What follows belongs to an exercise in optimizing a design on an open flow for small area; a production flow would make more cautious choices. At most, simulation tests tie the RTL to the original design; equivalence was not proved.

==> module ts100_fprog, before the edit <==
module ts100_fprog (
    input  wire        clk,
    input  wire        rst_n,
    input  wire        h_valid,
    input  wire        h_write,
    input  wire [2:0]  h_size,
    input  wire [5:0]  h_addr,
    input  wire [31:0] h_wdata,
    output reg  [31:0] h_rdata,
    output wire        h_err,
    output wire [1:0]  a_op,
    output wire [31:0] a_addr,
    output wire [31:0] a_wdata,
    input  wire [31:0] a_rdata
);
    reg [31:0] fl_addr;
    reg [31:0] fl_data;
    reg [31:0] op_data;
    reg [13:2] op_addr;
    reg [5:0]  wcnt;
    reg [1:0]  os;
    reg        aw;
    reg        ck;
    reg        eop;
    reg        wrperr;
    reg        pgerr;
    reg        verr;
    reg        cmderr;
    reg [3:0]  errcode;
    wire bsy = os[1] | os[0];
    wire locked = ~bsy & aw;
    wire keyseq = ~bsy & ck;
    assign h_err = h_valid & ((h_size != 3'd4) | (h_addr[1:0] != 2'b00));
    wire       wr = h_valid & h_write & ~h_err;
    wire [3:0] ra = h_addr[5:2];
    wire wr_key  = wr & (ra == 4'h8);
    wire wr_cmd  = wr & (ra == 4'h9);
    wire wr_addr = wr & (ra == 4'hA);
    wire wr_data = wr & (ra == 4'hB);
    wire wr_stat = wr & (ra == 4'hC);
    wire [31:0] stat_val = {14'd0, os, 3'd0, keyseq, errcode, 1'b0,
                            cmderr, verr, pgerr, wrperr, eop, locked, bsy};
    always @(*) begin
        case (ra)
            4'hA:    h_rdata = fl_addr;
            4'hB:    h_rdata = fl_data;
            4'hC:    h_rdata = stat_val;
            default: h_rdata = 32'd0;
        endcase
    end
    wire in_range  = (fl_addr[31:14] == 18'h02000);
    wire page_algn = (fl_addr[9:0] == 10'd0);
    wire word_algn = (fl_addr[1:0] == 2'd0);
    wire page_wrp  = (fl_addr[13:10] == 4'h0) | (fl_addr[13:10] == 4'hF);
    wire c_res   = |h_wdata[31:2];
    wire c_any   = ~c_res & (h_wdata[1] | h_wdata[0]);    
    wire c_op    = ~c_res & (h_wdata[1] ^ h_wdata[0]);    
    wire c_lk    = ~c_res & h_wdata[1] & h_wdata[0];      
    wire c_algn  = h_wdata[1] ? word_algn : page_algn;
    wire e_res   = wr_cmd & c_res;                                    
    wire e_busy  = wr_cmd & c_any & bsy;                              
    wire do_lock = wr_cmd & c_lk & ~bsy;
    wire c_run   = wr_cmd & c_op & ~bsy;
    wire e_lckd  = c_run & aw;                                        
    wire c_chk   = c_run & ~aw;
    wire e_range = c_chk & ~in_range;                                 
    wire e_align = c_chk & in_range & ~c_algn;                        
    wire e_wrp   = c_chk & in_range & c_algn & page_wrp;              
    wire accept  = c_chk & in_range & c_algn & ~page_wrp;
    wire k_act   = wr_key & locked;
    wire k_match = ((h_wdata & 32'h7777_7777) == 32'h4567_0123) &
                   ((h_wdata & 32'h8888_8888) == ({32{ck}} & 32'h8888_8888));
    wire e_key   = k_act & ~k_match;                                  
    wire tick = bsy & ~wr;
    assign a_op[1] = tick & ~aw & ~ck & (os[1] ^ os[0]);
    assign a_op[0] = tick & os[1] & (os[0] | ~aw);
    assign a_addr  = {18'h02000, op_addr, 2'b00};
    assign a_wdata = op_data;
    wire ones    = &a_rdata;
    wire match   = (a_rdata == op_data);
    wire st_ok   = ~a_rdata[1] & a_rdata[0];
    wire st_fail = a_rdata[1] & ~a_rdata[0];
    wire last_w  = &op_addr[9:2];
    wire tmo     = (wcnt == 6'b100000);       
    wire vfy     = tick & os[1] & os[0];
    wire e_ver   = vfy & (ck ? ~match : ~ones);                       
    wire v_done  = vfy & ~e_ver & (ck | last_w);
    wire v_next  = vfy & ~e_ver & ~ck & ~last_w;
    wire awt     = tick & aw;                 
    wire go_v    = awt & st_ok;
    wire e_fail  = awt & st_fail;                                     
    wire e_tmo   = awt & ~st_ok & ~st_fail & tmo;                     
    wire pchk    = tick & ~aw & ck & ~os[0];  
    wire e_ne    = pchk & ~ones;                                      
    wire issue   = tick & ~aw & ~ck & (os[1] ^ os[0]);
    wire finish  = e_ver | v_done | e_fail | e_tmo | e_ne;
    wire set_cmd = e_res | e_busy | e_lckd | e_key | e_range | e_align;
    wire set_pg  = e_ne | e_fail | e_tmo;
    wire raise   = set_cmd | e_wrp | set_pg | e_ver;
    wire [3:0] code;
    assign code[0] = e_res | e_lckd | e_range | e_wrp | (e_fail & ~os[1]) | e_tmo;
    assign code[1] = e_busy | e_lckd | e_align | e_wrp | (e_fail & os[1]) | e_tmo;
    assign code[2] = e_key | e_range | e_align | e_wrp | e_ver;
    assign code[3] = set_pg | e_ver;
    wire no_err  = ~wrperr & ~pgerr & ~verr & ~cmderr;
    wire w1c_clr = wr_stat & ~(wrperr & ~h_wdata[3]) & ~(pgerr & ~h_wdata[4]) &
                   ~(verr & ~h_wdata[5]) & ~(cmderr & ~h_wdata[6]);
    wire ea_ld = wr_addr & rst_n, ea_hd = ~wr_addr & rst_n;
    wire ed_ld = wr_data & rst_n, ed_hd = ~wr_data & rst_n;
    always @(posedge clk) begin
        fl_addr <= (h_wdata & {32{ea_ld}}) | (fl_addr & {32{ea_hd}});
        fl_data <= (h_wdata & {32{ed_ld}}) | (fl_data & {32{ed_hd}});
    end
    always @(posedge clk) begin
        if (accept) begin
            op_addr <= fl_addr[13:2];
            op_data <= fl_data;
        end else if (v_next) begin
            op_addr[9:2] <= op_addr[9:2] + 8'd1;
        end
        if (!aw)
            wcnt <= 6'd0;
        else if (tick)
            wcnt <= {wcnt[4:0], wcnt[5] ^ wcnt[4] ^ (wcnt[4:0] == 5'd0)};
    end
    always @(posedge clk) begin
        if (!rst_n) begin
            aw <= 1'b1;
            ck <= 1'b0;
        end else if (accept) begin
            aw <= 1'b0;
            ck <= h_wdata[1];
        end else if (finish | do_lock) begin
            aw <= do_lock;
            ck <= 1'b0;
        end else if (k_act) begin
            aw <= ~(ck & k_match);
            ck <= ~ck & k_match;
        end else begin
            if (issue) aw <= 1'b1;
            if (go_v) begin
                aw <= 1'b0;
                ck <= os[1];
            end
            if (pchk) ck <= 1'b0;
        end
    end
    always @(posedge clk) begin
        if (!rst_n) begin
            os      <= 2'd0;
            eop     <= 1'b0;
            wrperr  <= 1'b0;
            pgerr   <= 1'b0;
            verr    <= 1'b0;
            cmderr  <= 1'b0;
            errcode <= 4'd0;
        end else begin
            if (accept)      os <= h_wdata[1:0];
            else if (finish) os <= 2'd0;
            else if (go_v)   os <= 2'd3;
            eop    <= (eop    & ~(wr_stat & h_wdata[2])) | v_done;
            wrperr <= (wrperr & ~(wr_stat & h_wdata[3])) | e_wrp;
            pgerr  <= (pgerr  & ~(wr_stat & h_wdata[4])) | set_pg;
            verr   <= (verr   & ~(wr_stat & h_wdata[5])) | e_ver;
            cmderr <= (cmderr & ~(wr_stat & h_wdata[6])) | set_cmd;
            if (raise & no_err) errcode <= code;
            else if (w1c_clr)   errcode <= 4'd0;
        end
    end
endmodule
Settings: LEC_CHECK=0, CAP_MARGIN=20, CORE_MARGIN=2, CORE_UTILIZATION=40, SLEW_MARGIN=20; clock period 10.0 ns.
standard.sh (not shown) runs the stock make flow with config.mk's settings and CLKGATE_MAP_FILE= SYNTH_SCRIPT=/design/flow/synth_recipe.tcl, a recipe that flattens the netlist after the stock synthesis.
==> flow/flow/run.sh <==
#!/bin/bash
set -euo pipefail
cd "$(dirname "$0")/.."
export BUFFER_PORTS_ARGS="-buffer_cell sky130_fd_sc_hd__buf_1"
export CTS_ARGS="-sink_clustering_enable -repair_clock_nets -dont_use_dummy_load -sink_clustering_size 10 -buf_list {sky130_fd_sc_hd__clkbuf_2 sky130_fd_sc_hd__clkbuf_4}"
bash standard.sh finish > standard_flow.log 2>&1
The baseline produced a clean layout.
Next try:
--- a/flow/design.v
+++ b/flow/design.v
@@ -19,19 +19,19 @@
     reg [13:2] op_addr;
     reg [5:0]  wcnt;
     reg [1:0]  os;
     reg        aw;
     reg        ck;
+    reg        locked;
+    reg        keyseq;
     reg        eop;
     reg        wrperr;
     reg        pgerr;
     reg        verr;
     reg        cmderr;
     reg [3:0]  errcode;
     wire bsy = os[1] | os[0];
-    wire locked = ~bsy & aw;
-    wire keyseq = ~bsy & ck;
     assign h_err = h_valid & ((h_size != 3'd4) | (h_addr[1:0] != 2'b00));
     wire       wr = h_valid & h_write & ~h_err;
     wire [3:0] ra = h_addr[5:2];
     wire wr_key  = wr & (ra == 4'h8);
     wire wr_cmd  = wr & (ra == 4'h9);
@@ -59,19 +59,19 @@
     wire c_algn  = h_wdata[1] ? word_algn : page_algn;
     wire e_res   = wr_cmd & c_res;                                    
     wire e_busy  = wr_cmd & c_any & bsy;                              
     wire do_lock = wr_cmd & c_lk & ~bsy;
     wire c_run   = wr_cmd & c_op & ~bsy;
-    wire e_lckd  = c_run & aw;                                        
-    wire c_chk   = c_run & ~aw;
+    wire e_lckd  = c_run & locked;                                    
+    wire c_chk   = c_run & ~locked;
     wire e_range = c_chk & ~in_range;                                 
     wire e_align = c_chk & in_range & ~c_algn;                        
     wire e_wrp   = c_chk & in_range & c_algn & page_wrp;              
     wire accept  = c_chk & in_range & c_algn & ~page_wrp;
     wire k_act   = wr_key & locked;
     wire k_match = ((h_wdata & 32'h7777_7777) == 32'h4567_0123) &
-                   ((h_wdata & 32'h8888_8888) == ({32{ck}} & 32'h8888_8888));
+                   ((h_wdata & 32'h8888_8888) == ({32{keyseq}} & 32'h8888_8888));
     wire e_key   = k_act & ~k_match;                                  
     wire tick = bsy & ~wr;
     assign a_op[1] = tick & ~aw & ~ck & (os[1] ^ os[0]);
     assign a_op[0] = tick & os[1] & (os[0] | ~aw);
     assign a_addr  = {18'h02000, op_addr, 2'b00};
@@ -120,24 +120,13 @@
         end
         if (!aw)
             wcnt <= 6'd0;
         else if (tick)
             wcnt <= {wcnt[4:0], wcnt[5] ^ wcnt[4] ^ (wcnt[4:0] == 5'd0)};
-    end
-    always @(posedge clk) begin
-        if (!rst_n) begin
-            aw <= 1'b1;
-            ck <= 1'b0;
-        end else if (accept) begin
+        if (accept) begin
             aw <= 1'b0;
             ck <= h_wdata[1];
-        end else if (finish | do_lock) begin
-            aw <= do_lock;
-            ck <= 1'b0;
-        end else if (k_act) begin
-            aw <= ~(ck & k_match);
-            ck <= ~ck & k_match;
         end else begin
             if (issue) aw <= 1'b1;
             if (go_v) begin
                 aw <= 1'b0;
                 ck <= os[1];
@@ -146,20 +135,30 @@
         end
     end
     always @(posedge clk) begin
         if (!rst_n) begin
             os      <= 2'd0;
+            locked  <= 1'b1;
+            keyseq  <= 1'b0;
             eop     <= 1'b0;
             wrperr  <= 1'b0;
             pgerr   <= 1'b0;
             verr    <= 1'b0;
             cmderr  <= 1'b0;
             errcode <= 4'd0;
         end else begin
             if (accept)      os <= h_wdata[1:0];
             else if (finish) os <= 2'd0;
             else if (go_v)   os <= 2'd3;
+            if (k_act) begin
+                keyseq <= ~keyseq & k_match;
+                if (keyseq & k_match) locked <= 1'b0;
+            end
+            if (do_lock) begin
+                locked <= 1'b1;
+                keyseq <= 1'b0;
+            end
             eop    <= (eop    & ~(wr_stat & h_wdata[2])) | v_done;
             wrperr <= (wrperr & ~(wr_stat & h_wdata[3])) | e_wrp;
             pgerr  <= (pgerr  & ~(wr_stat & h_wdata[4])) | set_pg;
             verr   <= (verr   & ~(wr_stat & h_wdata[5])) | e_ver;
             cmderr <= (cmderr & ~(wr_stat & h_wdata[6])) | set_cmd;
After rerunning:
- via count drops by a few percent
- clock skew climbs by 0.015 ns
- first-iteration DRC count drops by a quarter to a third
- global-route usage drops by 1.3 points
- final cell count drops by a few percent
- synthesized cell count drops by a few percent
- hold slack got worse by 0.0066 ns
- die area drops by a few percent
- cell area drops by a few percent
- core utilization climbs by 0.46 points
Only the layout flow was run in the first run of this note; the RTL was not checked for function there.

-- what the ideal ports hide --
In the flow no input, the clock included, has a driving cell. The finished layouts below were timed again as built, in two steps.
Step 1 (the two cells are an assumption about what drives the block):
set clk [get_ports {clk}]
set_driving_cell -lib_cell sky130_fd_sc_hd__clkbuf_16 $clk
set_driving_cell -lib_cell sky130_fd_sc_hd__buf_2 [delete_from_list [all_inputs] $clk]
Step 2 adds t to the input delays and takes it off the output delays; t is the mean of the earliest and latest rising clock arrival at the registers after step 1. Input paths then give back, and output paths get back, about the clock's delay inside the block.
Slacks: ideal ports / drivers / drivers and shift; pairs: ideal ports / drivers.
run	t (ns)	slack for setup (ns)	hold WS [ns]	latest minus earliest clock arrival (ns)	worst register clock-pin slew, ns
the first run	0.568	4.349 / 4.319 / 4.319	0.473 / 0.473 / 0.473	0.034 / 0.033	0.10 / 0.10
the second run	0.574	4.374 / 4.354 / 4.354	0.466 / 0.466 / 0.466	0.046 / 0.047	0.12 / 0.12
After both steps every run listed still meets setup and hold. For the first run, which loses most, drivers alone change the setup slack by -0.030 ns; drivers and shift together by -0.030 ns.
